Source: an optimization exercise on an open RTL-to-GDS flow (aim: small area, a short achievable clock period and few clock cycles). Production flows keep margins and buffers that such runs may drop.
In this exercise RTL edits were held to simulation tests only and were not proved equivalent to the original.

==> 04-17 <==
## frm_pack
module frm_pack (
    input  wire        clk,
    input  wire        rst,
    input  wire        start,
    input  wire [7:0]  ft,
    input  wire [7:0]  sub,
    input  wire [15:0] cmd,          
    input  wire [7:0]  dlen,
    input  wire [11:0] plen,         
    output wire        idle,
    input  wire        pi_valid,
    output wire        pi_ready,
    input  wire [3:0]  pi_count,
    input  wire [63:0] pi_data,      
    output wire        fo_valid,
    input  wire        fo_ready,
    output wire [28:0] fo_id,
    output wire [3:0]  fo_len,
    output wire [63:0] fo_data,      
    output wire        done,
    output wire [7:0]  status,
    output wire [7:0]  subcode
);
    localparam [7:0]  HOST_ID  = 8'h08;
    localparam [11:0] MAX_PLEN = 12'd2034;    
    localparam [15:0] HDR_INIT = 16'h427B;
    reg         act;         
    reg         idle_r;
    reg         done_r;      
    reg         lastf;       
    reg         refused;
    reg         pir;         
    reg         fv;          
    reg  [7:0]  op_sub;
    reg         op_multi;
    reg  [7:0]  fcnt;        
    reg  [63:0] F;
    reg  [3:0]  f;
    reg  [31:0] Q;
    reg  [2:0]  q;
    reg  [63:0] R;
    reg  [3:0]  r;
    reg  [2:0]  rp;
    reg  [11:0] rem;         
    reg  [1:0]  tc;          
    reg  [15:0] crc;
    reg  [2:0]  cm;          
    assign done     = done_r | (lastf & fo_ready);
    assign idle     = idle_r | (lastf & fo_ready);
    assign pi_ready = pir;
    assign fo_valid = fv;
    assign fo_id    = {HOST_ID, op_sub, op_multi, fcnt, 4'hF};
    assign fo_len   = f;
    assign fo_data  = F;
    assign status   = {8{refused}};
    assign subcode  = {6'd0, refused, refused};
    wire        take    = pi_valid & pir;
  ...
clock: 10.0 ns
lec_check: 0
cap_margin: 20
core_margin: 2
core_utilization: 40
place_density: 0.6
setup_slack_margin: 5
slew_margin: 20
run.sh (not shown) runs the stock make flow with config.mk's settings and CLKGATE_MAP_FILE= SYNTH_SCRIPT=/design/flow/synth_recipe.tcl, a recipe that flattens the netlist after the stock synthesis.
==> 11-07: changes against 04-17 <==
--- a/flow/design.v
+++ b/flow/design.v
@@ -96,117 +96,125 @@
     localparam [7:0]  HOST_ID  = 8'h08;
     localparam [11:0] MAX_PLEN = 12'd2034;    
     localparam [15:0] HDR_INIT = 16'h427B;
     reg         act;         
     reg         idle_r;
     reg         done_r;      
     reg         lastf;       
     reg         refused;
-    reg         pir;         
+    reg         pa;          
+    reg         pb;          
     reg         fv;          
     reg  [7:0]  op_sub;
     reg         op_multi;
     reg  [7:0]  fcnt;        
     reg  [63:0] F;
     reg  [3:0]  f;
-    reg  [31:0] Q;
-    reg  [2:0]  q;
     reg  [63:0] R;
     reg  [3:0]  r;
     reg  [2:0]  rp;
     reg  [11:0] rem;         
     reg  [1:0]  tc;          
     reg  [15:0] crc;
     reg  [2:0]  cm;          
     assign done     = done_r | (lastf & fo_ready);
     assign idle     = idle_r | (lastf & fo_ready);
-    assign pi_ready = pir;
+    assign pi_ready = pa | (pb & fo_ready);
     assign fo_valid = fv;
     assign fo_id    = {HOST_ID, op_sub, op_multi, fcnt, 4'hF};
     assign fo_len   = f;
     assign fo_data  = F;
     assign status   = {8{refused}};
     assign subcode  = {6'd0, refused, refused};
-    wire        take    = pi_valid & pir;
+    wire        take    = pi_valid & pi_ready;
     wire        begin_op = start & idle;
     wire [15:0] crc_fix;
     crc16_corr u_corr (.c(crc), .m(cm), .o(crc_fix));
     reg  [63:0] mask;
     integer j;
     always @(*) begin
         for (j = 0; j < 8; j = j + 1)
             mask[63 - 8 * j -: 8] = {8{pi_count > j}};
     end
-    wire [15:0] f8_c = pir ? crc : HDR_INIT;
-    wire [63:0] f8_d = pir ? (pi_data & mask) : {24'd0, ft, sub, cmd, dlen};
+    wire        hsel = ~(pa | pb);
+    wire [15:0] f8_c = hsel ? HDR_INIT : crc;
+    wire [63:0] f8_d = hsel ? {24'd0, ft, sub, cmd, dlen} : (pi_data & mask);
     wire [15:0] f8_o;
     crc16_f8 u_f8 (.c(f8_c), .d(f8_d), .o(f8_o));
     wire        send    = fv & fo_ready;
+    wire        rem_last = (rem[11:4] == 8'd0) & (rem[3:0] == pi_count);
     wire        last    = lastf & fo_ready;
     wire        free    = send | (f == 4'd0);
-    wire [3:0]  f_base  = free ? {1'b0, q} : f;
-    wire [2:0]  q_base  = free ? 3'd0 : q;
-    wire        fast    = take & (r == 4'd0) & (f_base == 4'd4);
+    wire        mv      = free & (rp == 3'd4) & (r != 4'd0);    
+    wire [3:0]  f_base  = free ? (mv ? r : 4'd0) : f;
+    wire [3:0]  r_base  = mv ? 4'd0 : r;
+    wire        fcount  = pi_count[3] | rem_last;                
+    wire        fast    = take & fcount & (r_base == 4'd0) & (f_base == 4'd4);
     wire        rload   = take & ~fast;
-    wire        ins_r   = (r != 4'd0) & ~f_base[3];
-    wire        tail    = act & (rem == 12'd0) & (r == 4'd0) & (q_base == 3'd0)
+    wire        ins_r   = (r_base != 4'd0) & ~f_base[3];
+    wire        tail    = act & (rem == 12'd0) & (r_base == 4'd0)
                           & (tc != 2'd0) & ~f_base[3];
     wire        ins0    = ins_r | tail;
     wire        ins1    = tail & tc[1] & (f_base != 4'd7);
     wire [7:0]  r_byte  = R[63 - 8 * rp -: 8];
     wire [7:0]  h0      = tail ? (tc[1] ? crc_fix[15:8] : crc_fix[7:0]) : r_byte;
     wire [7:0]  h1      = crc_fix[7:0];
     wire [3:0]  cin4    = (pi_count > 4'd4) ? 4'd4 : pi_count;
     reg  [63:0] F_n;
     always @(*) begin
         for (j = 0; j < 8; j = j + 1) begin
             if (ins0 && f_base == j)
                 F_n[63 - 8 * j -: 8] = h0;
             else if (ins1 && f_base == j - 1)
                 F_n[63 - 8 * j -: 8] = h1;
             else if (fast && j >= 4)
                 F_n[63 - 8 * j -: 8] = pi_data[63 - 8 * (j - 4) -: 8];
-            else if (free && j < 4)
-                F_n[63 - 8 * j -: 8] = Q[31 - 8 * j -: 8];
+            else if (mv && j < 4)
+                F_n[63 - 8 * j -: 8] = R[31 - 8 * j -: 8];
             else
                 F_n[63 - 8 * j -: 8] = F[63 - 8 * j -: 8];
         end
     end
     wire [3:0]  f_n   = f_base + (fast ? cin4 : 4'd0) + {3'd0, ins0} + {3'd0, ins1};
     wire [1:0]  tc_n  = tail ? (tc - {1'b0, ins0} - {1'b0, ins1}) : tc;
     wire [11:0] rem_n = take ? (rem - {8'd0, pi_count}) : rem;
     wire        fv_n  = act & ~last & (f_n[3] | ((tc_n == 2'd0) & (f_n != 4'd0)));
-    wire        rem_last = (rem[11:4] == 8'd0) & (rem[3:0] == pi_count);
+    wire [3:0]  r_n   = fast ? ((pi_count > 4'd4) ? pi_count - 4'd4 : 4'd0)
+                      : rload ? pi_count : ins_r ? r_base - 4'd1 : r_base;
+    wire [2:0]  rp_n  = take ? (fast ? 3'd4 : 3'd0) : ins_r ? rp + 3'd1 : rp;
+    wire        base_n = act & ~last & (take ? (~rem_last & pi_count[3]) : (rem != 12'd0));
     wire [12:0] nm1   = {1'b0, plen} + 13'd5;       
     always @(posedge clk) begin
         F <= F_n;
         if (rst) begin
             act     <= 1'b0;
             idle_r  <= 1'b1;
             done_r  <= 1'b0;
             lastf   <= 1'b0;
-            pir     <= 1'b0;
+            pa      <= 1'b0;
+            pb      <= 1'b0;
             fv      <= 1'b0;
         end else begin
             done_r <= 1'b0;
             if (begin_op) begin
                 refused <= (plen > MAX_PLEN);
                 done_r  <= (plen > MAX_PLEN);
                 act     <= (plen <= MAX_PLEN);
                 idle_r  <= (plen > MAX_PLEN);
-                pir     <= (plen != 12'd0) & (plen <= MAX_PLEN);
+                pa      <= (plen != 12'd0) & (plen <= MAX_PLEN);
+                pb      <= 1'b0;
                 lastf   <= 1'b0;
                 op_sub   <= sub;
                 op_multi <= (plen >= 12'd3);
                 fcnt     <= nm1[10:3];
-                Q        <= {ft, cmd, dlen};
-                q        <= 3'd4;
+                R[31:0]  <= {ft, cmd, dlen};
+                rp       <= 3'd4;
+                r        <= 4'd4;
                 f        <= 4'd0;
-                r        <= 4'd0;
                 rem      <= plen;
                 tc       <= 2'd2;
                 crc      <= f8_o;
                 cm       <= 3'd0;
                 fv       <= 1'b0;
             end else begin
                 if (last) begin
                     act    <= 1'b0;
@@ -214,35 +222,35 @@
                 end
                 if (send)
                     fcnt <= fcnt - 8'd1;
                 lastf <= fv_n & (send ? (fcnt == 8'd1) : (fcnt == 8'd0));
                 f   <= f_n;
                 tc  <= tc_n;
                 rem <= rem_n;
                 fv  <= fv_n;
+                if (take)
+                    R <= pi_data;
                 if (fast) begin
-                    Q <= pi_data[31:0];
-                    q <= (pi_count > 4'd4) ? pi_count[2:0] - 3'd4 : 3'd0;
-                end else begin
-                    q <= q_base;
-                end
-                if (rload) begin
-                    R  <= pi_data;
+                    r  <= (pi_count > 4'd4) ? pi_count - 4'd4 : 4'd0;
+                    rp <= 3'd4;
+                end else if (rload) begin
                     r  <= pi_count;
                     rp <= 3'd0;
                 end else if (ins_r) begin
-                    r  <= r - 4'd1;
+                    r  <= r_base - 4'd1;
                     rp <= rp + 3'd1;
+                end else begin
+                    r  <= r_base;
                 end
                 if (take) begin
                     crc <= f8_o;
                     cm  <= 3'd0 - pi_count[2:0];
                 end else begin
                     crc <= crc_fix;
                     cm  <= 3'd0;
                 end
-                pir <= act & ~last & (take ? (~rem_last & ~rload & pi_count[3])
-                                           : ((rem != 12'd0) & (ins_r ? (r == 4'd1) : (r == 4'd0))));
+                pa <= base_n & ((r_n == 4'd0) | ((f_n == 4'd0) & (rp_n == 3'd4)));
+                pb <= base_n & fv_n & (rp_n == 3'd4);
             end
         end
     end
 endmodule
ABC_AREA = 1   (was unset)
==> comparison <==
Between 04-17 and 11-07, the lower clock-buffer cell count is in 11-07 (gap 11). Of 04-17 and 11-07, 11-07 has the higher core utilization (gap 0.12 points). Against 11-07, the hold slack of 04-17 is lower by 28 ps. Between 04-17 and 11-07, the lower non-clock buffer count is in 04-17 (gap 7). Against 04-17, the register-to-register slack of 11-07 is better by 50 ps. In 04-17 the fmax is larger than in 11-07, by 4.8%. Between 11-07 and 04-17, the lower routed wire length is in 04-17 (gap 3.5%, measured against 04-17).
Testbench counts of 04-17, summed over its fixed seeds: cycles 13,075.
Testbench counts of 11-07, summed over its fixed seeds: cycles 13,075.

## what the ideal ports hide
The results above use ideal ports. As a check the final layouts listed here were re-extracted and re-timed, cells and wires unchanged. Step 1 (the two cells are an assumption about what drives the block):
set clk [get_ports {clk}]
set_driving_cell -lib_cell sky130_fd_sc_hd__clkbuf_16 $clk
set_driving_cell -lib_cell sky130_fd_sc_hd__buf_2 [delete_from_list [all_inputs] $clk]
Step 2 adds t to the input delays and takes it off the output delays; t is the mean of the earliest and latest rising clock arrival at the registers after step 1. Input paths then give back, and output paths get back, about the clock's delay inside the block. a / b / c = ideal / step 1 / step 2; a / b = the first two.
| run | shift t [ns] | setup WS [ns] | cell pins on the clock port's net |
|---|---|---|---|
| 04-17 | 0.605 | 5.104 / 5.104 / 4.602 | 1 |
| 11-07 | 0.516 | 4.868 / 4.880 / 4.363 | 1 |
After both steps setup and hold are still met in every run listed. The setup slack of 11-07, which loses most, moves by +0.012 ns with the drivers and by -0.505 ns with both steps.
